Optimization exercise on an open flow, not production practice.
RTL: at most simulated, not proved equivalent.
Power: default activity.

**config.mk**
```make
export PLATFORM = sky130hd
export DESIGN_NAME = esp3_codec
export DESIGN_NICKNAME = esp3_codec
export VERILOG_FILES = /design/flow/design.v
export SDC_FILE = /design/flow/constraint.sdc
export NUM_CORES = 4
export LEC_CHECK = 0
export CAP_MARGIN = 20
export CORE_MARGIN = 2
export CORE_UTILIZATION = 40
export SETUP_SLACK_MARGIN = 3.8
export SLEW_MARGIN = 20
export BUFFER_PORTS_ARGS = -buffer_cell sky130_fd_sc_hd__buf_1
export CTS_ARGS = -sink_clustering_enable -repair_clock_nets -dont_use_dummy_load -buf_list sky130_fd_sc_hd__clkbuf_8 -sink_clustering_size 16 -sink_clustering_max_diameter 50
```
**constraint.sdc**
```tcl
create_clock -name core_clock -period 6.5 [get_ports {clk}]
set_input_delay 1.3000 -clock core_clock [delete_from_list [all_inputs] [get_ports {clk}]]
set_output_delay 1.3000 -clock core_clock [all_outputs]
set_load 0.01 [all_outputs]
```
**design.v**
```verilog
module esp3_codec (
    input  wire        clk,
    input  wire        rst,
    input  wire        teach_en,
    input  wire [31:0] local_addr,
    input  wire        in_valid,
    input  wire [7:0]  in_data,
    output reg         in_ready,
    output reg         res_valid,
    input  wire        res_ready,
    output wire [1:0]  res_status,
    output reg  [1:0]  res_tag,
    output wire [7:0]  res_type,
    output wire [15:0] res_dlen,
    output wire [7:0]  res_olen,
    output wire [63:0] res_head,
    output wire [31:0] res_sender,
    output wire [7:0]  res_rstatus,
    output wire [31:0] res_dest,
    output reg         res_resp,
    output reg         tx_valid,
    input  wire        tx_ready,
    output reg  [7:0]  tx_data,
    output reg         tx_last
);
    localparam [2:0] S_HUNT = 3'd0,   
                     S_HDR  = 3'd1,   
                     S_HCRC = 3'd2,   
                     S_DATA = 3'd3,   
                     S_OPT  = 3'd4,   
                     S_DCRC = 3'd5;   
    function [7:0] crc8;
        input [7:0] c;
        input [7:0] b;
        integer k;
        reg [7:0] x;
        begin
            x = c ^ b;
            for (k = 0; k < 8; k = k + 1)
                x = x[7] ? ((x << 1) ^ 8'h07) : (x << 1);
            crc8 = x;
        end
    endfunction
    reg [2:0]  state;
    reg [1:0]  hcnt;
    reg [15:0] dlen;
    reg [7:0]  olen;
    reg [7:0]  ptype;
    reg [7:0]  crc;
    reg        hdr_ok;
    reg [15:0] rem;       
    reg [3:0]  idx;       
    reg [63:0] head;      
    reg [39:0] win;       
    reg [31:0] dest;      
    reg        bad;
    reg [31:0] la;
    reg [31:0] tx_snd;
    reg        tx_ute;
    reg [4:0]  nx;        
    reg [7:0]  tx_crc;
    reg        tx_lag;    
    wire take    = in_valid && in_ready;
    wire tx_take = tx_valid && tx_ready;
    wire dlen_hi  = |dlen[15:3];                  
    wire [7:0] dgt;                               
    assign dgt[0] = dlen_hi || (dlen[2:0] != 3'd0);
    assign dgt[1] = dlen_hi || (dlen[2:0] > 3'd1);
    assign dgt[2] = dlen_hi || (dlen[2:0] > 3'd2);
    assign dgt[3] = dlen_hi || (dlen[2:0] > 3'd3);
    assign dgt[4] = dlen_hi || (dlen[2:0] > 3'd4);
    assign dgt[5] = dlen_hi || (dlen[2:0] > 3'd5);
    assign dgt[6] = dlen_hi || (dlen[2:0] > 3'd6);
    assign dgt[7] = dlen_hi;
    wire rem_last = (rem == 16'd1);
    wire rem_lo   = (rem[15:3] == 13'd0);         
    wire is_radio = (ptype == 8'h01);
    wire is_ute   = is_radio && dgt[0] && (head[63:56] == 8'hD4);
    wire is_bs4   = is_radio && dgt[4] && (head[63:56] == 8'hA5) && !head[27];
    wire [1:0] tag = !is_radio ? 2'd0 :
                     is_ute    ? 2'd2 :
                     is_bs4    ? 2'd3 : 2'd1;
    wire can_resp = (is_ute && dlen == 16'd13) || (is_bs4 && dlen == 16'd10);
    wire data_ok  = hdr_ok && (in_data == crc);
    wire want     = data_ok && teach_en && can_resp;
    reg [2:0] state_t;
    reg [3:0] idx_t;
    always @(*) begin
        state_t = state;
        idx_t   = idx;
        case (state)
        S_HUNT: if (in_data == 8'h55) state_t = S_HDR;
        S_HDR:  if (hcnt == 2'd3) state_t = S_HCRC;
        S_HCRC: begin
            idx_t = 4'd0;
            state_t = (dlen != 16'd0) ? S_DATA :
                      (olen != 8'd0)  ? S_OPT  : S_DCRC;
        end
        S_DATA: if (rem_last) begin
            idx_t   = 4'd0;
            state_t = (olen != 8'd0) ? S_OPT : S_DCRC;
        end else if (!idx[3])
            idx_t = idx + 4'd1;
        S_OPT: begin
            if (!idx[3]) idx_t = idx + 4'd1;
            if (rem_last) state_t = S_DCRC;
        end
        default: state_t = S_HUNT;
        endcase
    end
    wire [2:0] state_n    = take ? state_t : state;
    wire [3:0] idx_n      = take ? idx_t : idx;
    wire       start      = take && (state == S_DCRC) && want;
    wire       res_pend_n = (res_valid && !res_ready) || (take && state == S_DCRC);
    wire       tx_busy_c  = tx_valid && !(tx_ready && tx_last);
    wire sr_hold = (state != S_HUNT);
    wire sr_take = (state == S_HUNT) ? (in_data == 8'h55) : (state != S_DCRC);
    wire stall_res_n = (res_valid && !res_ready) && (take ? sr_take : sr_hold);
    wire to_dcrc = ((state == S_HCRC) && dlen == 16'd0 && olen == 8'd0) ||
                   ((state == S_DATA) && rem_last && olen == 8'd0) ||
                   ((state == S_OPT) && rem_last);
    wire hd_n = tx_ute ? (tx_take ? (nx < 5'd13) : (nx < 5'd14))
                       : (tx_take ? (nx < 5'd12) : (nx < 5'd13));
    wire sl_cond = can_resp || (!dlen_hi && hd_n && (tx_ute || !dgt[3]));
    wire stall_last_n = tx_busy_c && sl_cond &&
                        (take ? to_dcrc : (state == S_DCRC));
    wire lag_n = tx_lag || !tx_ready;
    wire sh_take = ((state == S_HCRC) && (dlen != 16'd0)) ||
                   ((state == S_DATA) && !rem_last && (idx < 4'd7));
    wire sh_hold = (state == S_DATA) && !idx[3];
    wire stall_head_n = tx_busy_c && lag_n && hd_n && (take ? sh_take : sh_hold);
    wire in_ready_n = !(stall_res_n || stall_head_n || stall_last_n);
    wire [7:0] tx_crc_n = crc8(tx_crc, tx_data);
    wire tail   = (nx >= 5'd14);
    wire sel_h1 = !tx_ute && nx == 5'd10;
    wire sel_h2 = tx_ute ? nx == 5'd8 : nx == 5'd11;
    wire sel_h3 = tx_ute ? nx == 5'd9 : nx == 5'd12;
    wire sel_h4 = tx_ute && nx == 5'd10;
    wire sel_h5 = tx_ute && nx == 5'd11;
    wire sel_h6 = tx_ute && nx == 5'd12;
    wire sel_h7 = tx_ute && nx == 5'd13;
    wire sel_l0 = nx == 5'd14;
    wire sel_l1 = nx == 5'd15;
    wire sel_l2 = nx == 5'd16;
    wire sel_l3 = nx == 5'd17;
    wire sel_s0 = nx == 5'd20;
    wire sel_s1 = nx == 5'd21;
    wire sel_s2 = nx == 5'd22;
    wire sel_s3 = nx == 5'd23;
    wire sel_c  = nx == 5'd26;
    reg  [7:0] tx_const;
    always @(*) begin
        tx_const = 8'h00;
        if (tail) begin
            case (nx)
            5'd19: tx_const = 8'h03;
            5'd24: tx_const = 8'hFF;
            default: ;
            endcase
        end else if (tx_ute) begin
            case (nx)
            5'd2:  tx_const = 8'h0D;
            5'd3:  tx_const = 8'h07;
            5'd4:  tx_const = 8'h01;
            5'd5:  tx_const = 8'hFD;
            5'd6:  tx_const = 8'hD4;
            5'd7:  tx_const = 8'h91;
            default: ;
            endcase
        end else begin
            case (nx)
            5'd5:  tx_const = 8'h0A;
            5'd6:  tx_const = 8'h07;
            5'd7:  tx_const = 8'h01;
            5'd8:  tx_const = 8'hEB;
            5'd9:  tx_const = 8'hA5;
            5'd13: tx_const = 8'hF0;
            default: ;
            endcase
        end
    end
    wire [7:0] tx_next = tx_const |
        ({8{sel_h1}} & head[55:48]) | ({8{sel_h2}} & head[47:40]) |
        ({8{sel_h3}} & head[39:32]) | ({8{sel_h4}} & head[31:24]) |
        ({8{sel_h5}} & head[23:16]) | ({8{sel_h6}} & head[15:8]) |
        ({8{sel_h7}} & head[7:0]) |
        ({8{sel_l0}} & la[31:24]) | ({8{sel_l1}} & la[23:16]) |
        ({8{sel_l2}} & la[15:8])  | ({8{sel_l3}} & la[7:0]) |
        ({8{sel_s0}} & tx_snd[31:24]) | ({8{sel_s1}} & tx_snd[23:16]) |
        ({8{sel_s2}} & tx_snd[15:8])  | ({8{sel_s3}} & tx_snd[7:0]) |
        ({8{sel_c}} & tx_crc_n);
    wire [7:0] dbyte = (state == S_DATA) ? in_data : 8'h00;
    wire [7:0] obyte = (state == S_OPT)  ? in_data : 8'hFF;
    wire dcrc_take = take && (state == S_DCRC);
    wire data_take = take && (state == S_DATA);
    wire opt_take  = take && (state == S_OPT);
    integer i;
    always @(posedge clk) begin
        if (rst) begin
            state     <= S_HUNT;
            in_ready  <= 1'b1;
            res_valid <= 1'b0;
            tx_valid  <= 1'b0;
        end else begin
            state     <= state_n;
            idx       <= idx_n;
            res_valid <= res_pend_n;
            tx_valid  <= tx_busy_c || start;
            in_ready  <= in_ready_n;
            if (!tx_valid) begin
                nx      <= tag[0] ? 5'd4 : 5'd1;
                tx_data <= 8'h55;
                tx_last <= 1'b0;
                tx_crc  <= tag[0] ? 8'h36 : 8'h00;
                tx_lag  <= 1'b0;
            end else if (!tx_ready)
                tx_lag  <= 1'b1;
            if (tx_take) begin
                nx      <= nx + 5'd1;
                tx_data <= tx_next;
                tx_last <= (nx == 5'd26);
                if (nx >= 5'd7)
                    tx_crc <= tx_crc_n;
            end
            if (state == S_DCRC && !tx_valid) begin
                tx_ute <= !tag[0];
                la     <= local_addr;
                tx_snd <= win[39:8];
            end
            if (state == S_DCRC)
                res_tag <= tag;
            if (state == S_HUNT) begin
                hcnt <= 2'd0;
                crc  <= 8'd0;
            end else if (take) begin
                crc <= crc8(crc, in_data);
            end
            if (take && state == S_HDR) begin
                hcnt <= hcnt + 2'd1;
                case (hcnt)
                2'd0: dlen[15:8] <= in_data;
                2'd1: dlen[7:0]  <= in_data;
                2'd2: olen       <= in_data;
                default: ptype   <= in_data;
                endcase
            end
            if (take && state == S_HCRC) begin
                hdr_ok <= (in_data == crc);
                rem    <= (dlen != 16'd0) ? dlen : {8'd0, olen};
            end
            if (data_take)
                rem <= rem_last ? {8'd0, olen} : rem - 16'd1;
            if (opt_take)
                rem <= rem - 16'd1;
            if (dcrc_take) begin
                bad      <= !data_ok;
                res_resp <= want;
            end
            for (i = 0; i < 8; i = i + 1)
                if ((data_take && idx == i) || (dcrc_take && !dgt[i]))
                    head[63-8*i -: 8] <= dbyte;
            for (i = 0; i < 5; i = i + 1)
                if ((data_take && rem_lo && rem[2:0] == 3'd5 - i) ||
                    (dcrc_take && !dgt[5]))
                    win[39-8*i -: 8] <= dbyte;
            for (i = 0; i < 4; i = i + 1)
                if ((opt_take && idx == i + 1) || (dcrc_take && olen < 8'd5))
                    dest[31-8*i -: 8] <= obyte;
        end
    end
    assign res_status  = {bad, bad};
    assign res_type    = ptype;
    assign res_dlen    = dlen;
    assign res_olen    = olen;
    assign res_head    = head;
    assign res_sender  = win[39:8];
    assign res_rstatus = win[7:0];
    assign res_dest    = dest;
endmodule
```
**flow/run.sh**
```bash
#!/bin/bash
# The standard layout (the standard.sh, standard synthesis included)
# with two changes to how the layout is made:
#  - each port gets a sky130_fd_sc_hd__buf_1 buffer; the standard flow's
#    buffer_ports picks the clkdlybuf4s50_1 delay cell, which is larger and
#    slower;
#  - clock tree synthesis adds no dummy load cells and builds the tree
#    from clkbuf_8 cells, in clusters of at most 16 sinks.
# make's full output goes to standard.log; ORFS keeps each step's own log
# under orfs/logs/.
set -euo pipefail
cat >> config.mk <<'EOT'
export BUFFER_PORTS_ARGS = -buffer_cell sky130_fd_sc_hd__buf_1
export CTS_ARGS = -sink_clustering_enable -repair_clock_nets -dont_use_dummy_load -buf_list sky130_fd_sc_hd__clkbuf_8 -sink_clustering_size 16 -sink_clustering_max_diameter 50
EOT
bash standard.sh > standard.log 2>&1
```
**standard.sh**
```bash
#!/bin/bash
# synth_recipe.tcl (not shown) runs the flow's synth.tcl, then flattens the netlist and writes it again
# the make line also repeats each setting of config.mk as NAME=value (left out here)
make -C /OpenROAD-flow-scripts/flow DESIGN_CONFIG=/design/flow/config.mk WORK_HOME=/design/flow/orfs CLKGATE_MAP_FILE= SYNTH_SCRIPT=/design/flow/synth_recipe.tcl "${@:-finish}"
```
==> results of run 1 <==
-- layout by cell type (no fill, tap or decap), types with 30 or more instances in the layout --
cell / instances
clkbuf_8: 35
nor2_1: 43
edfxtp_1: 291
a22oi_1: 34
nand2_1: 74
buf_1: 228
a21oi_1: 31
o21ai_0: 30
xnor2_1: 43
-- power groups by stage --
stage	Combinational, mW	Clock, mW	Sequential, mW
after floorplan	0.182	0	2.17
after global routing	0.282	1.18	2.14
final	0.256	1.09	2.14
after CTS	0.250	1.11	2.14
after detailed placement	0.243	0	2.18
after global placement	0.241	0	2.18
-- routing by layer --
layer | track usage | wire length [microns] | vias up
met3 | 0.04627 | 3318 | 61
li1 | - | - | 4015
met4 | 0.06464 | 908 | 0
met1 | 0.3032 | 15750 | 4488
met2 | 0.3851 | 19130 | 460
met5 | 0 | 0 | -
-- sequential cells by signal (all words and copies together), names as in the netlist, 2 cells and up --
name,count
win,40
dest,32
res_tag,2
tx_snd,32
tx_data,8
hcnt,2
state,3
crc,8
nx,5
olen,8
rem,16
la,32
tx_crc,8
idx,4
dlen,16
head,64
ptype,8
-- synth_stat cells (all sizes together), types with 7 or more instances --
library cell	count	share of area
edfxtp	291	0.68
nand2	78	0.023
nor2	49	0.014
a21oi	45	0.018
xnor2	43	0.029
a22oi	34	0.020
o21ai	34	0.013
clkbuf	28	0.0083
nor3	26	0.011
inv	24	0.0070
ha	22	0.022
and2	21	0.010
nand3	19	0.0074
buf	16	0.0065
xor2	16	0.011
and3	14	0.0068
nand2b	14	0.0068
a221oi	11	0.0075
nor4	11	0.0065
mux2i	10	0.0078
nand4	10	0.0049
nor2b	8	0.0039
a31oi	7	0.0034
-- critical path: stages --
cell      delay (ns)
buf_1           0.37
nand2_2         0.31
a31oi_2         0.33
nand4_1         0.24
a221oi_1        0.27
nand3_1         0.11
-- path summary, 6_finish.rpt --
| path | from | slack, ns | endpoint |
|---|---|---|---|
| max | tx_ready | 3.83 | tx_data[6] |
| min | win[18] | 0.46 | tx_snd[10] |
| max reg2reg | nx[0] | 3.86 | tx_data[2] |
| min reg2reg | win[18] | 0.46 | tx_snd[10] |
-- through the flow --
step                cells  power (mW)  setup slack (ns)
floorplan             922       2.353             3.088
global placement     1518       2.424             2.958
detailed placement   1518       2.426             2.923
CTS                  1559       3.501             3.804
global route         1575       3.606             3.721
finish               1576       3.485             3.829
-- what timing repair did --
action | CTS | global route
pin swaps | 1 | 9
gates cloned | 0 | 0
endpoints found under the setup margin | 102 | 133
hold buffers | 0 | 0
setup buffers | 6 | 16
resized for setup | 15 | 17
-- logic make-up (layout without fill, tap and decap cells) --
family / count (synthesis) / count (layout) / share of synthesized area
simple gates: 284 / 284 / 0.1175
fa+ha+maj: 22 / 22 / 0.02150
other cells: 0 / 1 / 0
buf+inv: 68 / 319 / 0.02180
flops: 297 / 297 / 0.6920
mux: 10 / 10 / 0.007820
xor+xnor: 59 / 59 / 0.04037
compound gates: 182 / 182 / 0.09901
-- cell type report --
cell class | count | area, sq um
Fill cell | 2810 | 16510
Sequential cell | 297 | 8859
Multi-Input combinational cell | 557 | 3940
Timing Repair Buffer | 260 | 1166
Tap cell | 402 | 503.0
Clock buffer | 35 | 481.7
Inverter | 24 | 93.84
Antenna cell | 1 | 2.502
==> impl_metrics.csv, run 1 <==
group,metric,value,unit
clocking,htree_levels,2,
final_layout,fin_area,0.01505,sq mm
timing,hold_viol_final,0,
worst_hold_path,worst_hold_path_type,"reg -> reg",
floorplanning,ios,231,
clocking,cts_root_buffer,"clkbuf_8",
clocking,cts_buffers,35,
worst_setup_path,crit_required,6.77,ns
timing,fin_setup_tns,0,ns
synthesis,synthCells,922,
synthesis,yosys_warnings,1,
placed_design,dpl-instance-area,0.01419,sq mm
final_layout,layout-area-overhead-vs-synth,17.54,%
global_route,antenna_found_initial,0,
global_route,grt_pass1_wl,56.04,mm
placed_design,dpl.hpwl,28.26,mm
worst_setup_path,arrival,2.94,ns
status,status,"no timing/DRC/antenna violations",
synthesis,syn_area,0.01280,sq mm
timing,report.final.slew_viol_count,0,
job,maxCapViolations,0,
timing,period_minus_slack,2.671,ns
drt,vias,9024,
pwr,p_switching,792.0,uW
final_layout,final_util,0.4768,
pwr,p_leak,4.918,nW
pwr,power.share.switching,0.2273,
drt,drc_errors,0,
pwr,p_seq_frac,0.614,
clocking,cts.reportedPaths.clkPinSlew,0.08,ns
final_layout,layout-drive-gt1-share,0.1066,
worst_setup_path,cp-start-kind,"input port",
drt,viasPerCell,5.726,
synthesis,async_reset_ff_frac,0,
placed_design,place.port_buffers,230,
drt,firstDrtPassIters,5,
timing,worstMarginPinSlew,0.8763,ns
floorplanning,coreArea,0.03156,sq mm
pwr,cellPowerDensity,231.6,mW/mm^2
clocking,cts_max_path_buffers,3,
worst_setup_path,reg2reg_depth,8,
clocking,tritoncts,"done",
worst_setup_path,cp_max_fo,12,
synthesis,syn_avg_cell_area,13.88,sq um
timing,slew_headroom,0.4158,
timing,rsz0062_at_grt,"yes",
global_route,grtUsageTotal,0.2290,
timing,hold_ws,0.4637,ns
drt,wirelength,39.10,mm
pwr,peakVddDrop,0.1294,mV
global_route,grt_overflow_total,0,
drt,drt-wirelength-per-cell,24.81,microns
timing,finalSetupViolCount,0,
clocking,cts_num_sinks,297,
floorplanning,start_util,0.4057,
drt,detail-route-antenna-nets,0,
clocking,worstSkewPairLatency,0.57,ns
global_route,grt_pass1_vias,8687,
worst_hold_path,whs_path_depth,0,
synthesis,synth-seq-area-share,0.6920,
timing,skew,0.07153,ns
worst_setup_path,crit_type,"in -> reg",
worst_setup_path,worstSetupEndpointType,"flop",
pwr,intPower,2.692,mW
floorplanning,die_w,182.9,microns
timing,fin_crit_sh,0.4109,
placed_design,routabilityCongestion,0.9618,
floorplanning,die_area,0.03345,sq mm
pwr,clkPwrFrac,0.312,
global_route,grt_max_degree,66,
synthesis,synth_nets,990,
drt,drt_iter0_markers,994,
timing,fmax,0.3744,GHz
floorplanning,fp.dieH,182.9,microns
synthesis,ys.flop_type,"edfxtp_1",
floorplanning,num_rows,65,
synthesis,synth_edf_count,291,
synthesis,ys_seq_elements,297,
final_layout,final_nets,1243,
synthesis,synth_cell_type_count,72,
pwr,combPwrFrac,0.073,
Testbench counts, summed over its fixed seeds: cycles 56,415, bytes 55,529.
==> inputs of run 2 (changes only) <==
--- a/design.v
+++ b/design.v
@@ -42,12 +42,10 @@
         end
     endfunction
     reg [2:0]  state;
-    reg [1:0]  hcnt;
     reg [15:0] dlen;
     reg [7:0]  olen;
     reg [7:0]  ptype;
     reg [7:0]  crc;
-    reg        hdr_ok;
     reg [15:0] rem;       
     reg [3:0]  idx;       
     reg [63:0] head;      
@@ -81,7 +79,7 @@
                      is_ute    ? 2'd2 :
                      is_bs4    ? 2'd3 : 2'd1;
     wire can_resp = (is_ute && dlen == 16'd13) || (is_bs4 && dlen == 16'd10);
-    wire data_ok  = hdr_ok && (in_data == crc);
+    wire data_ok  = !bad && (in_data == crc);
     wire want     = data_ok && teach_en && can_resp;
     reg [2:0] state_t;
     reg [3:0] idx_t;
@@ -90,7 +88,10 @@
         idx_t   = idx;
         case (state)
         S_HUNT: if (in_data == 8'h55) state_t = S_HDR;
-        S_HDR:  if (hcnt == 2'd3) state_t = S_HCRC;
+        S_HDR:  begin
+            idx_t = idx + 4'd1;
+            if (idx[1:0] == 2'd3) state_t = S_HCRC;
+        end
         S_HCRC: begin
             idx_t = 4'd0;
             state_t = (dlen != 16'd0) ? S_DATA :
@@ -230,14 +231,13 @@
             if (state == S_DCRC)
                 res_tag <= tag;
             if (state == S_HUNT) begin
-                hcnt <= 2'd0;
-                crc  <= 8'd0;
+                idx <= 4'd0;
+                crc <= 8'd0;
             end else if (take) begin
                 crc <= crc8(crc, in_data);
             end
             if (take && state == S_HDR) begin
-                hcnt <= hcnt + 2'd1;
-                case (hcnt)
+                case (idx[1:0])
                 2'd0: dlen[15:8] <= in_data;
                 2'd1: dlen[7:0]  <= in_data;
                 2'd2: olen       <= in_data;
@@ -245,7 +245,7 @@
                 endcase
             end
             if (take && state == S_HCRC) begin
-                hdr_ok <= (in_data == crc);
+                bad    <= (in_data != crc);
                 rem    <= (dlen != 16'd0) ? dlen : {8'd0, olen};
             end
             if (data_take)
--- a/config.mk
+++ b/config.mk
@@ -8,7 +8,7 @@
 export CAP_MARGIN = 20
 export CORE_MARGIN = 2
 export CORE_UTILIZATION = 40
-export SETUP_SLACK_MARGIN = 3.8
+export SETUP_SLACK_MARGIN = 4.0
 export SLEW_MARGIN = 20
 export BUFFER_PORTS_ARGS = -buffer_cell sky130_fd_sc_hd__buf_1
 export CTS_ARGS = -sink_clustering_enable -repair_clock_nets -dont_use_dummy_load -buf_list sky130_fd_sc_hd__clkbuf_8 -sink_clustering_size 16 -sink_clustering_max_diameter 50
==> run 2 against run 1 <==
Net effect:
- wire length rose by 6.1%
- critical path type is now reg -> out
- combinational power fell by 41%
- register-to-register slack improved by 0.06 ns
- still clean
- sequential power fell by 3%
- flip-flop and latch count fell by 3
- synthesized cell count did not move
- global-route usage rose by 0.94 points
==> impl_metrics.csv, run 2 <==
group,metric,value,unit
final_layout,layout-drive-gt1-share,0.3061,
worst_setup_path,cp-start-kind,"flop",
pwr,power.share.switching,0.2110,
floorplanning,fp.dieH,183.5,microns
synthesis,synth_edf_count,288,
synthesis,synthSimpleGateAreaFrac,0.1242,
pwr,p_switching,681.1,uW
drt,detail-route-antenna-nets,0,
worst_setup_path,cp_max_fo,2,
timing,slew_headroom,0.3772,
final_layout,reg_top3,"head (64), win (40)",
pwr,cellPowerDensity,195.2,mW/mm^2
pwr,p_seq_frac,0.642,
drt,vias,9758,
worst_setup_path,worstPathCellList,"clkbuf_2",
timing,worstMarginPinSlew,0.9217,ns
global_route,antenna_found_initial,0,
worst_setup_path,worstSetupEndpointType,"output port",
synthesis,synthMostInstantiatedCell,"edfxtp_1",
timing,skew,0.08824,ns
clocking,cts_max_path_buffers,3,
synthesis,synth_nets,987,
timing,hold_viol_final,0,
clocking,cts_buffers,31,
final_layout,fill_cells,2721,
clocking,cts_num_sinks,294,
synthesis,synthCells,922,
timing,fmax,0.3807,GHz
floorplanning,coreArea,0.03164,sq mm
placed_design,dpl-instance-area,0.01429,sq mm
synthesis,synthTopCellsByArea,"edfxtp_1 67%, xnor2_1 2.8%, ha_1 1.8%",
pwr,power,3.228,mW
synthesis,synthMuxAreaShare,0.007963,
placed_design,routabilityCongestion,0.9733,
clocking,cts_root_buffer,"clkbuf_8",
final_layout,fin_area,0.01654,sq mm
worst_setup_path,arrival,1.33,ns
synthesis,synth_top_family_by_area,"simple AND/OR/NAND/NOR gates",
timing,finalSetupViolCount,0,
clocking,cts.reportedPaths.clkPinSlew,0.10,ns
status,status,"no timing/DRC/antenna violations",
synthesis,synth-seq-area-share,0.6806,
global_route,grt_pass1_vias,9340,
drt,firstDrtPassIters,12,
timing,report.final.slew_viol_count,0,
final_layout,stdcell_count,1689,
pwr,peakVddDrop,0.1648,mV
placed_design,pre_cts_slack,2.967,ns
placed_design,dpl.hpwl,28.91,mm
worst_setup_path,crit_type,"reg -> out",
global_route,grtUsageTotal,0.2384,
clocking,worstSkewPairLatency,0.65,ns
synthesis,syn_avg_cell_area,13.97,sq um
synthesis,async_reset_ff_frac,0,
synthesis,ys.flop_type,"edfxtp_1",
drt,drt-wirelength-per-cell,24.55,microns
floorplanning,num_rows,65,
synthesis,synthXorXnorAreaFrac,0.04438,
global_route,grt_pass1_wl,59.64,mm
floorplanning,start_util,0.4072,
final_layout,final_nets,1354,
floorplanning,die_w,183.5,microns
synthesis,synth-adder-area-share,0.01845,
drt,drc_errors,0,
timing,rsz0062_at_grt,"yes",
final_layout,final_cell_mix,"288 x edfxtp_1, 141 x buf_4, 123 x buf_1",
global_route,grt_max_degree,66,
floorplanning,die_area,0.03366,sq mm
timing,setup_ws,3.873,ns
synthesis,synthTopCellsByCount,"288 x edfxtp_1, 59 x nand2_1, 58 x nor2_1",
synthesis,synth_compound_area_frac,0.09935,
placed_design,post-place-cells,1512,
synthesis,ys_seq_elements,294,
final_layout,layout-area-overhead-vs-synth,28.39,%
final_layout,largest-register,"head",
timing,period_minus_slack,2.627,ns
pwr,p_leak,5.603,nW
synthesis,yosys_warnings,1,
clocking,cts_hold_buf,0,
global_route,grt_overflow_total,0,
final_layout,antennaDiodeCount,0,
worst_hold_path,worst_hold_path_type,"reg -> reg",
worst_setup_path,crit_slowest_cell,"edfxtp_1",
final_layout,mostFrequentLayoutCell,"edfxtp_1",
synthesis,synth_top_area_frac,0.6713,
worst_setup_path,slowest_delay,0.51,ns
synthesis,syn_area,0.01288,sq mm
synthesis,synth_cell_type_count,70,
pwr,intPower,2.547,mW
clocking,tritoncts,"done",
timing,fin_setup_tns,0,ns
job,maxCapViolations,0,
synthesis,synth_top_area_cell,"edfxtp_1",
placed_design,place.port_buffers,230,
pwr,clkPwrFrac,0.312,
drt,viasPerCell,5.777,
final_layout,largest_reg_flops,64,
worst_setup_path,worst-path-buf-inv,1,
worst_setup_path,crit_family,"flip-flops",
drt,wirelength,41.47,mm
worst_setup_path,crit_required,5.20,ns
drt,drt_iter0_markers,999,
pwr,combPwrFrac,0.047,
clocking,htree_levels,1,
floorplanning,ios,231,
timing,fin_crit_sh,0.4042,
-- run 2: routing by layer --
metal | up-vias | share of wire | track usage
li1 | 4286 | - | -
met1 | 4824 | 0.40 | 0.3128
met2 | 553 | 0.49 | 0.3991
met3 | 95 | 0.082 | 0.04754
met4 | 0 | 0.034 | 0.07648
met5 | - | 0 | 0
-- run 2: logic make-up after synthesis --
group,Yosys count
DFF,294
and+or+nand+nor,290
AOI/OAI and AO/OA,173
buffers and inverters,75
xor gates and xnor gates,61
adders and majority gates,19
muxes,10
-- run 2: power groups by stage --
stage / Clock, mW / Sequential (mW) / Combinational, mW
6_report: 1.01 / 2.07 / 0.150
4_1_cts: 1.03 / 2.07 / 0.144
5_1_grt: 1.09 / 2.07 / 0.161
3_3_place_gp: 0 / 2.11 / 0.129
3_5_place_dp: 0 / 2.11 / 0.128
2_1_floorplan: 0 / 2.11 / 0.0912
-- run 2: worst paths after layout --
kind,from,end,slack [ns],cells after the start
worst max register to register,nx[0],tx_data[0],3.92,9
worst min register to register,win[26],tx_snd[18],0.44,0
worst max-delay path,head[38],res_head[38],3.87,1
worst min-delay path,win[26],tx_snd[18],0.44,0
-- run 2: repair_timing --
item	CTS	global route
setup endpoints to repair	377	299
gates resized for setup	91	139
setup buffers	104	42
pin swaps	20	22
-- run 2: cell type report --
| type | instances | area, sq um | area share |
|---|---|---|---|
| repair buffers | 383 | 2242 | 0.1356 |
| inverters | 26 | 101.3 | 0.006127 |
| flip-flops and latches | 294 | 8773 | 0.5304 |
| multi-input cells | 553 | 4494 | 0.2717 |
| clock buffers | 31 | 426.7 | 0.02579 |
| well taps | 402 | 503.0 | 0.03041 |
-- run 2: through the flow --
stage                     utilization  hold WS, ns
after floorplan                     -       0.4941
after global placement         0.4516       0.4477
after detailed placement       0.4516       0.4434
after CTS                      0.5039       0.4417
after global routing           0.5228       0.4554
final                          0.5228       0.4359
Testbench counts of run 2, summed over its fixed seeds: cycles 56,415, bytes 55,529.
==> inputs of run 3 (changes only) <==
--- a/config.mk
+++ b/config.mk
@@ -8,7 +8,8 @@
 export CAP_MARGIN = 20
 export CORE_MARGIN = 2
 export CORE_UTILIZATION = 40
-export SETUP_SLACK_MARGIN = 4.0
+export SETUP_SLACK_MARGIN = 4.2
 export SLEW_MARGIN = 20
+export TNS_END_PERCENT = 5
 export BUFFER_PORTS_ARGS = -buffer_cell sky130_fd_sc_hd__buf_1
 export CTS_ARGS = -sink_clustering_enable -repair_clock_nets -dont_use_dummy_load -buf_list sky130_fd_sc_hd__clkbuf_8 -sink_clustering_size 16 -sink_clustering_max_diameter 50
==> run 3 against run 2 <==
Net effect:
- first-iteration DRC count rose by 8.1%
- non-clock buffer count fell by 100
- critical endpoint is now tx_last
- clock skew rose by 0.0015 ns
- worst hold slack improved by 0.0020 ns
- highest routed layer unchanged
- largest power group unchanged
- global-route usage fell by 0.80 points
- sequential share of layout area rose by 3.2 points
- die area did not move
==> impl_metrics.csv, run 3 <==
group,metric,value,unit
drt,viasPerCell,5.848,
worst_setup_path,arrival,1.30,ns
synthesis,synth_nets,987,
timing,worstMarginPinSlew,0.8143,ns
clocking,tritoncts,"done",
final_layout,largest_reg_flops,64,
worst_setup_path,worstSetupEndpointType,"output port",
worst_setup_path,slowest_delay,0.51,ns
final_layout,final_nets,1253,
worst_hold_path,worst_hold_path_type,"reg -> reg",
drt,wirelength,39.99,mm
global_route,grt_overflow_total,0,
final_layout,mostFrequentLayoutCell,"edfxtp_1",
drt,drt-met1-wl,15.86,mm
clocking,cts.reportedPaths.clkPinSlew,0.09,ns
timing,fmax,0.3841,GHz
placed_design,pre_cts_slack,2.805,ns
floorplanning,start_util,0.4072,
clocking,cts_num_sinks,294,
floorplanning,die_w,183.5,microns
floorplanning,fp.dieH,183.5,microns
floorplanning,die_area,0.03366,sq mm
clocking,htree_levels,1,
pwr,cellPowerDensity,206.3,mW/mm^2
clocking,cts_root_buffer,"clkbuf_8",
synthesis,yosys_warnings,1,
synthesis,ys_seq_elements,294,
pwr,p_leak,4.879,nW
drt,drc_errors,0,
timing,report.final.slew_viol_count,0,
drt,detail-route-antenna-nets,0,
global_route,grt_pass1_vias,8929,
timing,fin_setup_tns,0,ns
status,status,"no timing/DRC/antenna violations",
drt,vias,9287,
final_layout,antennaDiodeCount,0,
timing,fin_crit_sh,0.4006,
timing,skew,0.08978,ns
final_layout,final_cell_mix,"288 x edfxtp_1, 219 x buf_1, 56 x nand2_1",
drt,topRoutingLayerUsed,"met4",
worst_setup_path,worst-path-buf-inv,1,
timing,period_minus_slack,2.604,ns
worst_setup_path,worstPathCellList,"buf_1",
timing,slew_headroom,0.4493,
global_route,grt_pass1_wl,57.48,mm
timing,rsz0062_at_grt,"yes",
drt,wl_met2,19.54,mm
final_layout,reg_top3,"head (64), win (40)",
synthesis,synth_cell_type_count,70,
pwr,peakVddDrop,0.1542,mV
floorplanning,coreArea,0.03164,sq mm
final_layout,final_util,0.4933,
clocking,cts_max_path_buffers,3,
drt,firstDrtPassIters,6,
timing,setup_ws,3.896,ns
synthesis,synth_top_area_frac,0.6713,
final_layout,layout-drive-gt1-share,0.1627,
job,maxCapViolations,0,
synthesis,syn_area,0.01288,sq mm
floorplanning,num_rows,65,
worst_setup_path,cp-start-kind,"flop",
synthesis,async_reset_ff_frac,0,
placed_design,place.port_buffers,230,
synthesis,synth-seq-area-share,0.6806,
timing,hold_viol_final,0,
global_route,grtUsageTotal,0.2304,
synthesis,synthTopCellsByCount,"288 x edfxtp_1, 59 x nand2_1, 58 x nor2_1",
worst_setup_path,crit_slowest_cell,"edfxtp_1",
floorplanning,ios,231,
drt,drt-wirelength-per-cell,25.18,microns
drt,wl_met3,3.447,mm
synthesis,synthMostInstantiatedCell,"edfxtp_1",
synthesis,synthTopCellsByArea,"edfxtp_1 67%, xnor2_1 2.8%, ha_1 1.8%",
worst_setup_path,crit_family,"flip-flops",
timing,finalSetupViolCount,0,
global_route,antenna_found_initial,0,
worst_setup_path,crit_type,"reg -> out",
worst_setup_path,cp_max_fo,5,
placed_design,dpl.hpwl,28.61,mm
final_layout,largest-register,"head",
synthesis,synth_edf_count,288,
clocking,worstSkewPairLatency,0.62,ns
clocking,cts_buffers,30,
drt,drt_iter0_markers,1080,
synthesis,synth_top_area_cell,"edfxtp_1",
placed_design,routabilityCongestion,0.9565,
worst_setup_path,crit_required,5.20,ns
synthesis,syn_avg_cell_area,13.97,sq um
global_route,grt_max_degree,53,
synthesis,ys.flop_type,"edfxtp_1",
final_layout,layout-area-overhead-vs-synth,21.13,%
synthesis,synthCells,922,
[run 3: what timing repair did]
action / CTS / global route
setup endpoints to repair: 480 / 465
resized for setup: 86 / 75
pin swaps: 11 / 19
setup buffers: 28 / 17
cloned: 0 / 0
hold buffers: 0 / 0
[run 3: layout make-up]
type | count | area [sq um]
Tap cell | 402 | 503.0
Inverter | 26 | 101.3
Clock buffer | 30 | 412.9
Timing Repair Buffer | 283 | 1374
Fill cell | 2748 | 16030
Sequential cell | 294 | 8776
Multi-Input combinational cell | 553 | 4439
[run 3: cell families after synthesis]
group	after synthesis	synth area share
AOI/OAI and AO/OA	173	0.09935
xor gates and xnor gates	61	0.04438
adders and majority gates	19	0.01845
buffers and inverters	75	0.02506
DFF	294	0.6806
muxes	10	0.007964
and+or+nand+nor	290	0.1242
[run 3: report_power, final]
| part | leakage (nW) | switching, mW | internal (mW) |
|---|---|---|---|
| clock network | 0.216 | 0.583 | 0.406 |
| registers | 2.57 | 0.00898 | 2.06 |
| logic | 2.09 | 0.0884 | 0.0685 |
[run 3: per-layer routing]
metal,vias to the layer above,track usage
met3,73,0.04517
met4,0,0.05792
met2,530,0.3899
li1,4088,-
met1,4596,0.3057
met5,-,0
[run 3: path summary, 6_finish.rpt]
path	start	endpoint	slack, ns	depth (start not counted)
worst max-delay path	tx_last	tx_last	3.90	1
worst min-delay path	win[26]	tx_snd[18]	0.44	0
worst max register to register	nx[0]	tx_data[0]	3.93	7
worst min register to register	win[26]	tx_snd[18]	0.44	0
[run 3: per-stage QoR]
step	std cells	hold WS [ns]	power (mW)	instance area (sq um)
4_1_cts	1571	0.4500	3.218	15130
6_report	1588	0.4379	3.219	15610
3_5_place_dp	1513	0.4543	2.240	14100
3_3_place_gp	1513	0.4560	2.240	14100
5_1_grt	1588	0.4569	3.321	15610
2_1_floorplan	922	0.4941	2.198	12930
==> inputs of run 4 (changes only) <==
==> flow/run.sh (replaced) <==
#!/bin/bash
# The standard layout (the standard.sh, standard synthesis included)
# with two changes to how the layout is made:
#  - each port gets a sky130_fd_sc_hd__buf_1 buffer; the standard flow's
#    buffer_ports picks the clkdlybuf4s50_1 delay cell, which is larger and
#    slower;
#  - clock tree synthesis adds no dummy load cells and builds the tree
#    from clkbuf_16 cells at the root and branches and clkbuf_8 cells at the
#    leaves, in clusters of at most 16 sinks.
# make's full output goes to standard.log; ORFS keeps each step's own log
# under orfs/logs/.
set -euo pipefail
cat >> config.mk <<'EOT'
export BUFFER_PORTS_ARGS = -buffer_cell sky130_fd_sc_hd__buf_1
export CTS_ARGS = -sink_clustering_enable -repair_clock_nets -dont_use_dummy_load -buf_list sky130_fd_sc_hd__clkbuf_8 -root_buf sky130_fd_sc_hd__clkbuf_16 -tree_buf sky130_fd_sc_hd__clkbuf_16 -sink_clustering_size 16 -sink_clustering_max_diameter 50
EOT
bash standard.sh > standard.log 2>&1
--- a/config.mk
+++ b/config.mk
@@ -12,4 +12,4 @@
 export SLEW_MARGIN = 20
 export TNS_END_PERCENT = 5
 export BUFFER_PORTS_ARGS = -buffer_cell sky130_fd_sc_hd__buf_1
-export CTS_ARGS = -sink_clustering_enable -repair_clock_nets -dont_use_dummy_load -buf_list sky130_fd_sc_hd__clkbuf_8 -sink_clustering_size 16 -sink_clustering_max_diameter 50
+export CTS_ARGS = -sink_clustering_enable -repair_clock_nets -dont_use_dummy_load -buf_list sky130_fd_sc_hd__clkbuf_8 -root_buf sky130_fd_sc_hd__clkbuf_16 -tree_buf sky130_fd_sc_hd__clkbuf_16 -sink_clustering_size 16 -sink_clustering_max_diameter 50
==> run 4 against run 3 <==
Net effect:
- global-route usage rose by 0.087 points
- maximum frequency rose by 1.7%
- largest power group unchanged
- combinational power fell by 5%
- clock skew fell by 0.027 ns
- non-clock buffer count rose by 4
- critical path depth rose by 7
- flip-flop and latch count did not move
- clock power rose by 5%
- final area rose by 0.46%
- setup slack improved by 0.043 ns
- register-to-register slack barely moved
- wire length rose by 0.91%
==> impl_metrics.csv, run 4 <==
group,metric,value,unit
status,status,"no timing/DRC/antenna violations",
drt,viasPerCell,5.817,
global_route,grt_pass1_vias,8996,
timing,skew,0.06313,ns
worst_setup_path,crit_start,"nx[1]",
floorplanning,die_area,0.03366,sq mm
final_layout,final_cell_mix,"288 x edfxtp_1, 221 x buf_1, 55 x nand2_1",
global_route,antenna_found_initial,0,
placed_design,routabilityCongestion,0.9565,
synthesis,synthTopCellsByCount,"288 x edfxtp_1, 59 x nand2_1, 58 x nor2_1",
worst_setup_path,cp-start-kind,"flop",
drt,drt-wirelength-per-cell,25.33,microns
synthesis,synthTopCellsByArea,"edfxtp_1 67%, xnor2_1 2.8%, ha_1 1.8%",
worst_setup_path,slowest_delay,0.52,ns
worst_setup_path,arrival,2.84,ns
worst_setup_path,worstSetupEndpointType,"flop",
floorplanning,start_util,0.4072,
clocking,cts.reportedPaths.clkPinSlew,0.09,ns
final_layout,final_util,0.4956,
synthesis,synth_cell_type_count,70,
worst_hold_path,min_from,"win[26]",
floorplanning,coreArea,0.03164,sq mm
drt,wirelength,40.36,mm
timing,setup_ws,3.940,ns
timing,fin_setup_tns,0,ns
drt,detail-route-antenna-nets,0,
synthesis,yosys_warnings,1,
pwr,peakVddDrop,0.1574,mV
placed_design,pre_cts_slack,2.805,ns
placed_design,dpl.hpwl,28.61,mm
timing,worstMarginPinSlew,0.8251,ns
global_route,grt_pass1_wl,57.73,mm
final_layout,largest-register,"head",
timing,fmax,0.3906,GHz
clocking,cts_buffers,30,
clocking,cts_max_path_buffers,3,
synthesis,synth_top_area_frac,0.6713,
worst_setup_path,worstPathCellList,"ha_4 -> buf_4 -> and4b_2 -> buf_4 -> buf_4 -> a221oi_2 -> nand4_1 -> o311a_1",
final_layout,layout-drive-gt1-share,0.1637,
drt,vias,9266,
final_layout,stdcell_count,1593,
drt,drc_errors,0,
floorplanning,ios,231,
synthesis,syn_avg_cell_area,13.97,sq um
timing,slew_headroom,0.4422,
synthesis,ys_seq_elements,294,
global_route,grtUsageTotal,0.2313,
timing,fin_crit_sh,0.3939,
worst_setup_path,cpMostUsedCell,"buf_4",
synthesis,synth_nets,987,
clocking,tritoncts,"done",
pwr,p_leak,4.900,nW
synthesis,synth-seq-area-share,0.6806,
final_layout,antennaDiodeCount,0,
synthesis,syn_area,0.01288,sq mm
clocking,htree_levels,1,
drt,firstDrtPassIters,6,
synthesis,ys.flop_type,"edfxtp_1",
worst_setup_path,crit_type,"reg -> reg",
clocking,cts_hold_buf,0,
clocking,cts_root_buffer,"clkbuf_16",
final_layout,largest_reg_flops,64,
synthesis,synthMostInstantiatedCell,"edfxtp_1",
timing,report.final.slew_viol_count,0,
synthesis,synth_edf_count,288,
synthesis,async_reset_ff_frac,0,
timing,hold_viol_final,0,
global_route,grt_overflow_total,0,
final_layout,fill_cells,2757,
placed_design,place.port_buffers,230,
timing,rsz0062_at_grt,"yes",
placed_design,dpl-instance-area,0.01410,sq mm
worst_setup_path,cp_max_fo,7,
synthesis,synthCells,922,
worst_setup_path,rr_startpoint,"nx[1]",
timing,finalSetupViolCount,0,
drt,drt_iter0_markers,1063,
clocking,worstSkewPairLatency,0.53,ns
worst_setup_path,crit_required,6.78,ns
pwr,cellPowerDensity,207.7,mW/mm^2
synthesis,synth_top_area_cell,"edfxtp_1",
global_route,grt_max_degree,53,
clocking,cts_num_sinks,294,
final_layout,final_nets,1258,
placed_design,post-place-cells,1513,
worst_setup_path,crit_slowest_cell,"edfxtp_1",
final_layout,reg_top3,"head (64), win (40)",
job,maxCapViolations,0,
final_layout,layout-area-overhead-vs-synth,21.69,%
timing,period_minus_slack,2.560,ns
floorplanning,num_rows,65,
floorplanning,fp.dieH,183.5,microns
worst_hold_path,worst_hold_path_type,"reg -> reg",
final_layout,mostFrequentLayoutCell,"edfxtp_1",
final_layout,fin_area,0.01568,sq mm
floorplanning,die_w,183.5,microns
## run 4: cell counts after synthesis
Identical to the previous run, type by type.
## run 4: worst paths after layout
check	slack [ns]	endpoint	cells after the start
worst max-delay path	3.94	tx_data[5]	8
worst min-delay path	0.46	tx_snd[18]	0
worst min register to register	0.46	tx_snd[18]	0
worst max register to register	3.94	tx_data[5]	8
## run 4: power breakdown
group | internal (mW) | switching [mW]
Sequential | 2.06 | 0.00817
Combinational | 0.0620 | 0.0872
Clock | 0.452 | 0.584
## run 4: area by class of cell
type | instances | area, sq um | share of cell area
inverter | 26 | 101.3 | 0.006464
tap | 402 | 503.0 | 0.03208
sequential | 294 | 8776 | 0.5598
clock buffer | 30 | 446.7 | 0.02849
multi-input combinational | 554 | 4443 | 0.2834
timing repair buffer | 287 | 1408 | 0.08978
## run 4: cell families (layout without fill, tap and decap cells)
| logic type | count (synthesis) | count (layout) | share of synthesized area |
|---|---|---|---|
| AND/OR/NAND/NOR | 290 | 291 | 0.1242 |
| buffers and inverters | 75 | 343 | 0.02506 |
| adder cells (fa/ha/maj) | 19 | 19 | 0.01845 |
| flip-flops | 294 | 294 | 0.6806 |
| AO/OA/AOI/OAI | 173 | 173 | 0.09935 |
| XOR/XNOR | 61 | 61 | 0.04438 |
| multiplexers | 10 | 10 | 0.007964 |
## run 4: metal layers
metal	vias to the layer above	routed length, microns	GRT usage
li1	4092	-	-
met1	4585	16090	0.3063
met2	512	19640	0.3905
met3	77	3348	0.04536
met4	0	1280	0.06144
met5	-	0	0
## run 4: timing repair
item | CTS | global route
resized for setup | 119 | 42
gates cloned | 0 | 1
endpoints found under the setup margin | 496 | 492
setup buffers | 32 | 17
pin swaps | 19 | 28
## run 4: worst max-delay path: cells and delay by family (launching register included)
| kind | cells | cell delay [ns] |
|---|---|---|
| flops | 1 | 0.52 |
| fa+ha+maj | 1 | 0.22 |
| buf+inv | 3 | 0.42 |
| compound gates | 2 | 0.67 |
| simple gates | 2 | 0.47 |
## run 4: stage by stage
| step | power [mW] | hold WS, ns |
|---|---|---|
| CTS | 3.274 | 0.4622 |
| global route | 3.361 | 0.4756 |
| floorplan | 2.198 | 0.4941 |
| detailed placement | 2.240 | 0.4543 |
| finish | 3.257 | 0.4631 |
| global placement | 2.240 | 0.4560 |
==> inputs of run 5 (changes only) <==
--- a/config.mk
+++ b/config.mk
@@ -7,7 +7,7 @@
 export LEC_CHECK = 0
 export CAP_MARGIN = 20
 export CORE_MARGIN = 2
-export CORE_UTILIZATION = 40
+export CORE_UTILIZATION = 50
 export SETUP_SLACK_MARGIN = 4.2
 export SLEW_MARGIN = 20
 export TNS_END_PERCENT = 5
==> run 5 against run 4 <==
Net effect:
- synthesized area unchanged
- die area down 20%
- via count up 0.92%
- highest routed layer unchanged
==> impl_metrics.csv, run 5 <==
group,metric,value,unit
status,status,"no timing/DRC/antenna violations",
drt,viasPerCell,6.088,
clocking,cts_max_path_buffers,3,
floorplanning,num_rows,58,
placed_design,routabilityCongestion,0.9818,
worst_hold_path,worst_hold_path_type,"reg -> reg",
worst_setup_path,worstPathCellList,"inv_2 -> ha_4 -> and4b_2 -> a222oi_1 -> nand3_1 -> or4_1",
synthesis,synth_nets,987,
worst_setup_path,crit_slowest_cell,"a222oi_1",
final_layout,final_cell_mix,"288 x edfxtp_1, 220 x buf_1, 57 x buf_4",
global_route,grt_max_degree,59,
synthesis,synthTopCellsByArea,"edfxtp_1 67%, xnor2_1 2.8%, ha_1 1.8%",
drt,vias,9351,
placed_design,dpl.hpwl,27.53,mm
floorplanning,fp.dieH,164.5,microns
synthesis,synthCells,922,
synthesis,synth_cell_type_count,70,
worst_setup_path,crit_required,6.68,ns
synthesis,synth_edf_count,288,
synthesis,synth-seq-area-share,0.6806,
synthesis,synthTopCellsByCount,"288 x edfxtp_1, 59 x nand2_1, 58 x nor2_1",
global_route,grt_pass1_wl,56.06,mm
drt,detail-route-antenna-nets,0,
final_layout,antennaDiodeCount,0,
worst_setup_path,worstSetupEndpointType,"flop",
worst_setup_path,cp-start-kind,"flop",
clocking,tritoncts,"done",
drt,wirelength,38.98,mm
synthesis,synthMostInstantiatedCell,"edfxtp_1",
final_layout,reg_top3,"head (64), win (40)",
global_route,grtUsageTotal,0.2829,
pwr,peakVddDrop,0.1508,mV
floorplanning,ios,231,
worst_setup_path,arrival,2.77,ns
job,maxCapViolations,0,
synthesis,ys.flop_type,"edfxtp_1",
timing,fin_setup_tns,0,ns
worst_hold_path,whs_path_depth,0,
worst_setup_path,cp.depth,6,
floorplanning,coreArea,0.02525,sq mm
clocking,htree_levels,2,
synthesis,yosys_warnings,1,
final_layout,largest-register,"head",
worst_setup_path,crit_family,"simple AND/OR/NAND/NOR gates",
timing,slew_headroom,0.4751,
final_layout,layout-area-overhead-vs-synth,22.03,%
worst_setup_path,cp_max_fo,8,
clocking,cts_hold_buf,0,
timing,fmax,0.3868,GHz
final_layout,layout-drive-gt1-share,0.1700,
timing,period_minus_slack,2.586,ns
timing,hold_viol_final,0,
timing,skew,0.05863,ns
global_route,antenna_found_initial,0,
synthesis,syn_avg_cell_area,13.97,sq um
clocking,worstSkewPairLatency,0.50,ns
clocking,cts_num_sinks,294,
final_layout,mostFrequentLayoutCell,"edfxtp_1",
floorplanning,die_area,0.02707,sq mm
placed_design,dpl-instance-area,0.01401,sq mm
timing,report.final.slew_viol_count,0,
final_layout,final_nets,1273,
global_route,grt_pass1_vias,9093,
pwr,cellPowerDensity,212.7,mW/mm^2
clocking,cts_buffers,34,
worst_setup_path,slowest_delay,0.54,ns
synthesis,ys_seq_elements,294,
synthesis,syn_area,0.01288,sq mm
floorplanning,die_w,164.5,microns
drt,drc_errors,0,
final_layout,fin_area,0.01572,sq mm
timing,rsz0062_at_grt,"yes",
worst_setup_path,reg2reg_depth,6,
clocking,cts_root_buffer,"clkbuf_16",
drt,drt_iter0_markers,991,
global_route,grt_overflow_total,0,
worst_setup_path,crit_type,"reg -> reg",
synthesis,synth_top_area_cell,"edfxtp_1",
drt,drt-wirelength-per-cell,25.38,microns
synthesis,synth_top_area_frac,0.6713,
timing,fin_crit_sh,0.3978,
worst_setup_path,worst-path-buf-inv,1,
timing,finalSetupViolCount,0,
floorplanning,start_util,0.5102,
final_layout,largest_reg_flops,64,
timing,worstMarginPinSlew,0.7845,ns
synthesis,async_reset_ff_frac,0,
final_layout,multi_input_area,0.004379,sq mm
clocking,cts.reportedPaths.clkPinSlew,0.09,ns
final_layout,fill_cells,2055,
final_layout,regArea,0.008776,sq mm
drt,firstDrtPassIters,7,
pwr,p_leak,5.006,nW
placed_design,place.port_buffers,230,
-- run 5: cell types whose count changed in the layout (fill, tap and decap cells not counted), sizes merged --
| cell | before | now |
|---|---|---|
| and2 | 12 | 11 |
| buf | 286 | 299 |
| clkbuf | 31 | 34 |
-- run 5: power breakdown --
group	internal [mW]	switching (mW)	total, mW
sequential	2.06	0.00766	2.07
clock	0.536	0.592	1.13
combinational	0.0605	0.0843	0.145
total	2.66	0.684	3.34
-- run 5: routing by layer --
| layer | up-vias | GRT usage | routed length, microns |
|---|---|---|---|
| met1 | 4630 | 0.3713 | 15360 |
| met4 | 0 | 0.1028 | 1291 |
| met3 | 90 | 0.04746 | 2973 |
| met2 | 490 | 0.4774 | 19360 |
| li1 | 4141 | - | - |
| met5 | - | 0 | 0 |
-- run 5: final timing paths --
kind	endpoint	start	slack, ns
hold / removal	tx_snd[23]	win[31]	0.48
setup / recovery	tx_data[0]	nx[0]	3.91
setup reg to reg	tx_data[0]	nx[0]	3.91
hold reg to reg	tx_snd[23]	win[31]	0.48
-- run 5: cell families (layout without fill, tap and decap cells) --
kind of cell | after synthesis | count (layout) | synth area share
xor+xnor | 61 | 61 | 0.04438
buf+inv | 75 | 359 | 0.02506
compound gates | 173 | 173 | 0.09935
flops | 294 | 294 | 0.6806
simple gates | 290 | 290 | 0.1242
mux | 10 | 10 | 0.007964
fa+ha+maj | 19 | 19 | 0.01845
-- run 5: through the flow --
stage	std cells	hold WS, ns	utilization	worst slack (ns)	power (mW)
final	1536	0.4819	0.6225	3.914	3.344
after global routing	1536	0.5048	0.6225	3.924	3.447
after CTS	1523	0.4891	0.6137	4.031	3.367
after detailed placement	1441	0.4543	0.5548	2.715	2.239
after global placement	1441	0.4540	0.5548	2.858	2.239
after floorplan	922	0.4941	-	2.939	2.198
-- run 5: area by class of cell --
class | instances | area share
Clock buffer | 34 | 0.03335
Inverter | 26 | 0.006446
Multi-Input combinational cell | 553 | 0.2786
Timing Repair Buffer | 299 | 0.09718
Tap cell | 330 | 0.02626
Sequential cell | 294 | 0.5582
-- run 5: what timing repair did --
action | 4_1_cts | 5_1_grt
endpoints found under the setup margin | 477 | 489
pin swaps | 22 | 11
resized for setup | 126 | 22
hold endpoints to repair | 0 | 0
gates cloned | 0 | 0
buffers inserted | 48 | 13
-- run 5: worst reg2reg max path, stage by stage, from the launching register on --
cell and delay, ns:
edfxtp_1 0.50, inv_2 0.13, ha_4 0.21, and4b_2 0.23, a222oi_1 0.54, nand3_1 0.15, or4_1 0.54
==> inputs of run 6 (changes only) <==
--- a/config.mk
+++ b/config.mk
@@ -7,9 +7,9 @@
 export LEC_CHECK = 0
 export CAP_MARGIN = 20
 export CORE_MARGIN = 2
-export CORE_UTILIZATION = 50
-export SETUP_SLACK_MARGIN = 4.2
+export CORE_UTILIZATION = 40
+export SETUP_SLACK_MARGIN = 4.35
 export SLEW_MARGIN = 20
-export TNS_END_PERCENT = 5
+export TNS_END_PERCENT = 3
 export BUFFER_PORTS_ARGS = -buffer_cell sky130_fd_sc_hd__buf_1
 export CTS_ARGS = -sink_clustering_enable -repair_clock_nets -dont_use_dummy_load -buf_list sky130_fd_sc_hd__clkbuf_8 -root_buf sky130_fd_sc_hd__clkbuf_16 -tree_buf sky130_fd_sc_hd__clkbuf_16 -sink_clustering_size 16 -sink_clustering_max_diameter 50
==> run 6 against run 5 <==
Net effect:
- still clean on timing, DRC and antenna
- maximum frequency up 1.2%
- flip-flop and latch count unchanged
- wire length up 4.4%
- clock power down 8%
- power down 2.5%
- first-iteration DRC count up 11%
- setup slack better by 0.030 ns
- utilization down 12 points
- sequential power about the same
- synthesized area unchanged
- largest power group unchanged
==> impl_metrics.csv, run 6 <==
group,metric,value,unit
status,status,"no timing/DRC/antenna violations",
synthesis,synthTopCellsByArea,"edfxtp_1 67%, xnor2_1 2.8%, ha_1 1.8%",
floorplanning,start_util,0.4072,
clocking,cts_hold_buf,0,
pwr,peakVddDrop,0.1570,mV
global_route,grt_pass1_vias,8996,
synthesis,synthTopCellsByCount,"288 x edfxtp_1, 59 x nand2_1, 58 x nor2_1",
clocking,worstSkewPairLatency,0.53,ns
clocking,cts_num_sinks,294,
worst_setup_path,cp-start-kind,"flop",
floorplanning,num_rows,65,
floorplanning,die_w,183.5,microns
timing,fmax,0.3913,GHz
pwr,p_leak,4.939,nW
placed_design,dpl.hpwl,28.61,mm
floorplanning,fp.dieH,183.5,microns
worst_hold_path,worst_hold_path_type,"reg -> reg",
drt,firstDrtPassIters,6,
clocking,cts.reportedPaths.clkPinSlew,0.09,ns
global_route,grtUsageTotal,0.2313,
worst_setup_path,reg2reg_depth,8,
timing,skew,0.06244,ns
timing,finalSetupViolCount,0,
synthesis,synth-seq-area-share,0.6806,
timing,worstMarginPinSlew,0.8238,ns
synthesis,ys.flop_type,"edfxtp_1",
synthesis,synthCells,922,
synthesis,synthMostInstantiatedCell,"edfxtp_1",
worst_hold_path,whs_path_depth,0,
drt,viasPerCell,5.817,
worst_hold_path,whs_endpoint,"tx_snd[20]",
worst_setup_path,crit_required,6.78,ns
clocking,cts_root_buffer,"clkbuf_16",
final_layout,final_nets,1266,
pwr,power,3.259,mW
clocking,cts_max_path_buffers,3,
synthesis,synth_top_area_frac,0.6713,
drt,wirelength,40.69,mm
worst_setup_path,rr_startpoint,"nx[1]",
global_route,grt_overflow_total,0,
worst_setup_path,reg2reg_setup_slack,3.94,ns
drt,drc_errors,0,
final_layout,antennaDiodeCount,0,
global_route,grt_pass1_wl,57.73,mm
global_route,antenna_found_initial,0,
global_route,grt_max_degree,53,
synthesis,async_reset_ff_frac,0,
final_layout,final_cell_mix,"288 x edfxtp_1, 221 x buf_1, 52 x nand2_1",
worst_hold_path,min_from,"win[28]",
worst_setup_path,worstSetupEndpointType,"flop",
placed_design,routabilityCongestion,0.9565,
clocking,cts_buffers,30,
job,maxCapViolations,0,
final_layout,largest-register,"head",
synthesis,synth_nets,987,
floorplanning,ios,231,
final_layout,mostFrequentLayoutCell,"edfxtp_1",
final_layout,largest_reg_flops,64,
placed_design,post-place-cells,1513,
timing,period_minus_slack,2.555,ns
worst_setup_path,crit_type,"reg -> reg",
drt,drt_iter0_markers,1097,
pwr,cellPowerDensity,206.3,mW/mm^2
timing,slew_headroom,0.4431,
synthesis,synth_top_area_cell,"edfxtp_1",
synthesis,syn_avg_cell_area,13.97,sq um
worst_setup_path,cp_max_fo,7,
final_layout,layout-drive-gt1-share,0.1760,
final_layout,reg_top3,"head (64), win (40)",
timing,report.final.slew_viol_count,0,
floorplanning,die_area,0.03366,sq mm
timing,fin_setup_tns,0,ns
worst_setup_path,reg2reg_to,"tx_data[5]",
final_layout,layout-area-overhead-vs-synth,22.65,%
drt,detail-route-antenna-nets,0,
clocking,tritoncts,"done",
synthesis,yosys_warnings,1,
drt,vias,9313,
timing,fin_crit_sh,0.3931,
synthesis,ys_seq_elements,294,
placed_design,place.port_buffers,230,
worst_setup_path,arrival,2.83,ns
timing,hold_viol_final,0,
drt,drt-wirelength-per-cell,25.41,microns
synthesis,syn_area,0.01288,sq mm
floorplanning,coreArea,0.03164,sq mm
clocking,htree_levels,1,
synthesis,synth_edf_count,288,
timing,rsz0062_at_grt,"yes",
final_layout,stdcell_count,1601,
synthesis,synth_cell_type_count,70,
run 6: changes by cell type in the layout (fill, tap and decap cells not counted), sizes merged:
cell | before | now
and4 | 2 | 3
and2 | 11 | 12
clkbuf | 34 | 31
buf | 299 | 292
o21a | 2 | 3
run 6: per-stage QoR:
step | instance area (sq um) | hold WS (ns) | utilization | setup WS [ns]
after global placement | 14100 | 0.4560 | 0.4457 | 2.914
after detailed placement | 14100 | 0.4543 | 0.4457 | 2.805
after global routing | 15800 | 0.4756 | 0.4995 | 3.929
after CTS | 15340 | 0.4622 | 0.4850 | 3.976
final | 15800 | 0.4646 | 0.4995 | 3.945
after floorplan | 12930 | 0.4941 | - | 2.939
run 6: power by group:
group | total [mW] | leakage [nW] | internal (mW) | switching (mW)
logic | 0.149 | 2.14 | 0.0621 | 0.0874
registers | 2.07 | 2.57 | 2.06 | 0.00818
clock network | 1.04 | 0.231 | 0.452 | 0.586
total | 3.26 | 4.94 | 2.58 | 0.682
run 6: how the worst max path moves through the flow:
stage                     from           to  depth (start not counted)
CTS                    head[0]  res_head[0]                          1
global placement      tx_ready   tx_data[0]                          6
global route        in_data[2]     tx_valid                          8
detailed placement    tx_ready   tx_data[0]                          6
finish                   nx[1]   tx_data[5]                          8
floorplan                  rst        la[0]                          3
run 6: routing by layer:
metal / GRT usage / vias up / part of all wire
met5: 0 / - / 0
met4: 0.06144 / 0 / 0.033
met3: 0.04536 / 88 / 0.085
met2: 0.3905 / 514 / 0.49
met1: 0.3063 / 4600 / 0.39
li1: - / 4111 / -
run 6: repair_timing:
item                                    CTS  global route
setup buffers                            32            23
endpoints found under the setup margin  577           597
pin swaps                                19            30
cloned                                    0             3
gates resized for setup                 119            55
run 6: cell families (layout without fill, tap and decap cells):
kind of cell / count (synthesis) / after routing / share of synthesized area
AO/OA/AOI/OAI: 173 / 174 / 0.09935
adder cells (fa/ha/maj): 19 / 19 / 0.01845
AND/OR/NAND/NOR: 290 / 292 / 0.1242
multiplexers: 10 / 10 / 0.007964
flip-flops: 294 / 294 / 0.6806
buffers and inverters: 75 / 349 / 0.02506
XOR/XNOR: 61 / 61 / 0.04438
run 6: critical path, cell delays in order, from the launching register on:
cell and delay (ns):
edfxtp_1 0.51, ha_4 0.22, buf_4 0.16, and4b_2 0.27
buf_4 0.14, buf_4 0.12, a221oi_2 0.34, nand4_1 0.20
o311a_1 0.33
run 6: final cells by class:
cell class	count	area (sq um)
tap	402	503.0
clock buffer	30	446.7
timing repair buffer	293	1453
inverter	26	101.3
sequential	294	8776
multi-input combinational	556	4522
fill	2747	15840
==> inputs of run 7 (changes only) <==
==> flow/run.sh (replaced) <==
#!/bin/bash
# The standard layout (the standard.sh, standard synthesis included)
# with two changes to how the layout is made:
#  - each port gets a sky130_fd_sc_hd__buf_1 buffer; the standard flow's
#    buffer_ports picks the clkdlybuf4s50_1 delay cell, which is larger and
#    slower;
#  - clock tree synthesis adds no dummy load cells and builds the tree
#    from clkbuf_16 cells at the root and branches and clkbuf_8 cells at the
#    leaves, in clusters of at most 12 sinks.
# make's full output goes to standard.log; ORFS keeps each step's own log
# under orfs/logs/.
set -euo pipefail
cat >> config.mk <<'EOT'
export BUFFER_PORTS_ARGS = -buffer_cell sky130_fd_sc_hd__buf_1
export CTS_ARGS = -sink_clustering_enable -repair_clock_nets -dont_use_dummy_load -buf_list sky130_fd_sc_hd__clkbuf_8 -root_buf sky130_fd_sc_hd__clkbuf_16 -tree_buf sky130_fd_sc_hd__clkbuf_16 -sink_clustering_size 12 -sink_clustering_max_diameter 40
EOT
bash standard.sh > standard.log 2>&1
==> config.mk (replaced) <==
export PLATFORM = sky130hd
export DESIGN_NAME = esp3_codec
export DESIGN_NICKNAME = esp3_codec
export VERILOG_FILES = /design/flow/design.v
export SDC_FILE = /design/flow/constraint.sdc
export NUM_CORES = 4
export LEC_CHECK = 0
export CAP_MARGIN = 20
export CORE_MARGIN = 2
export CORE_UTILIZATION = 40
export SETUP_SLACK_MARGIN = 4.2
export SLEW_MARGIN = 20
export TNS_END_PERCENT = 5
export BUFFER_PORTS_ARGS = -buffer_cell sky130_fd_sc_hd__buf_1
export CTS_ARGS = -sink_clustering_enable -repair_clock_nets -dont_use_dummy_load -buf_list sky130_fd_sc_hd__clkbuf_8 -root_buf sky130_fd_sc_hd__clkbuf_16 -tree_buf sky130_fd_sc_hd__clkbuf_16 -sink_clustering_size 12 -sink_clustering_max_diameter 40
==> run 7 against run 6 <==
Net effect:
- still clean
- synthesized cell count did not move
- maximum frequency fell by 0.61%
- clock power rose by 25%
- critical path type unchanged
- largest cell class unchanged
==> impl_metrics.csv, run 7 <==
group,metric,value,unit
worst_setup_path,worstSetupEndpointType,"flop",
floorplanning,coreArea,0.03164,sq mm
pwr,p_leak,5.060,nW
global_route,grt_max_degree,53,
synthesis,syn_area,0.01288,sq mm
clocking,cts_root_buffer,"clkbuf_16",
drt,vias,9536,
timing,finalSetupViolCount,0,
status,status,"no timing/DRC/antenna violations",
floorplanning,ios,231,
final_layout,fin_area,0.01600,sq mm
synthesis,synth_top_area_cell,"edfxtp_1",
timing,fin_crit_sh,0.3956,
pwr,intPower,2.782,mW
worst_hold_path,min_from,"win[26]",
synthesis,synthCells,922,
timing,rsz0062_at_grt,"yes",
global_route,grt_pass1_wl,58.54,mm
drt,firstDrtPassIters,6,
drt,drc_errors,0,
synthesis,synthTopCellsByArea,"edfxtp_1 67%, xnor2_1 2.8%, ha_1 1.8%",
floorplanning,num_rows,65,
synthesis,synth_nets,987,
worst_setup_path,crit_required,6.75,ns
final_layout,reg_top3,"head (64), win (40)",
final_layout,layout-area-overhead-vs-synth,24.19,%
final_layout,mostFrequentLayoutCell,"edfxtp_1",
final_layout,stdcell_count,1612,
synthesis,async_reset_ff_frac,0,
job,maxCapViolations,0,
final_layout,fill_cells,2716,
synthesis,synthMostInstantiatedCell,"edfxtp_1",
drt,drt-wirelength-per-cell,25.44,microns
placed_design,post-place-cells,1513,
timing,worstMarginPinSlew,0.8237,ns
clocking,cts_buffers,43,
pwr,p_seq_frac,0.589,
synthesis,synth-seq-area-share,0.6806,
synthesis,syn_avg_cell_area,13.97,sq um
synthesis,ys_seq_elements,294,
timing,period_minus_slack,2.571,ns
worst_setup_path,cp_max_fo,7,
floorplanning,start_util,0.4072,
worst_setup_path,arrival,2.82,ns
synthesis,synth_top_area_frac,0.6713,
final_layout,largest-register,"head",
global_route,antenna_found_initial,0,
worst_setup_path,reg2reg_depth,8,
timing,report.final.slew_viol_count,0,
synthesis,synth_edf_count,288,
floorplanning,fp.dieH,183.5,microns
worst_setup_path,reg2reg_setup_slack,3.93,ns
worst_setup_path,crit_type,"reg -> reg",
drt,wirelength,41.01,mm
drt,topRoutingLayerUsed,"met4",
drt,wl_met3,3.634,mm
drt,detail-route-antenna-nets,0,
global_route,grtUsageTotal,0.2360,
final_layout,largest_reg_flops,64,
pwr,peakVddDrop,0.1468,mV
floorplanning,die_w,183.5,microns
worst_hold_path,worst_hold_path_type,"reg -> reg",
worst_setup_path,rr_startpoint,"nx[0]",
synthesis,yosys_warnings,1,
pwr,clkPwrFrac,0.368,
clocking,htree_levels,2,
final_layout,antennaDiodeCount,0,
placed_design,dpl-instance-area,0.01410,sq mm
pwr,combPwrFrac,0.043,
clocking,cts_num_sinks,294,
pwr,power,3.523,mW
==> run 7: changes by cell type in the layout (fill, tap and decap cells not counted), moves of 3 or more <==
cell	change
a221oi_1	-3
clkbuf_8	+11
nand2_2	-4
nand2_1	+5
==> run 7: through the flow <==
step	utilization	hold slack, ns
finish	0.5058	0.4769
global route	0.5058	0.4861
CTS	0.4927	0.4779
floorplan	-	0.4941
global placement	0.4457	0.4560
detailed placement	0.4457	0.4543
==> run 7: per-layer routing <==
layer	global-route usage	vias to the layer above
li1	-	4137
met1	0.3081	4685
met2	0.3912	594
met3	0.04853	120
met4	0.08544	0
met5	0	-
==> run 7: worst max-delay path by stage <==
stage	from	end	depth (start not counted)
after global routing	rst	tx_snd[25]	4
after CTS	head[0]	res_head[0]	1
final	nx[0]	tx_data[5]	8
after detailed placement	tx_ready	tx_data[0]	6
after floorplan	rst	la[0]	3
after global placement	tx_ready	tx_data[0]	6
==> run 7: power groups by stage <==
stage / logic, mW / clock network (mW) / registers, mW
global placement: 0.126 / 0 / 2.11
finish: 0.151 / 1.30 / 2.07
CTS: 0.143 / 1.32 / 2.07
global route: 0.163 / 1.39 / 2.07
floorplan: 0.0863 / 0 / 2.11
detailed placement: 0.126 / 0 / 2.11
==> run 7: what timing repair did <==
action,in CTS,in global routing
resized for setup,116,58
setup endpoints to repair,495,510
endpoints found under the hold margin,0,0
pin swaps,16,25
hold buffers,0,0
setup buffers,40,16
==> run 7: area by class of cell <==
class | instances | area, sq um | share of cell area
Timing Repair Buffer | 294 | 1444 | 0.09024
Clock buffer | 43 | 648.1 | 0.04051
Tap cell | 402 | 503.0 | 0.03144
Sequential cell | 294 | 8776 | 0.5485
Multi-Input combinational cell | 553 | 4528 | 0.2830
Inverter | 26 | 101.3 | 0.006334
==> run 7: kinds of logic (layout without fill, tap and decap cells) <==
group           Yosys count  after routing  share of synthesized area
buf+inv                  75            363                    0.02506
flops                   294            294                     0.6806
compound gates          173            173                    0.09935
simple gates            290            290                     0.1242
fa+ha+maj                19             19                    0.01845
mux                      10             10                   0.007964
xor+xnor                 61             61                    0.04438
==> run 7: critical path, stage by stage (launching register included) <==
cell and delay (ns):
edfxtp_1 0.51, ha_4 0.22, buf_4 0.16, and4b_2 0.29, buf_4 0.16, buf_4 0.12, a221oi_2 0.33, nand4_1 0.20
o311a_1 0.33
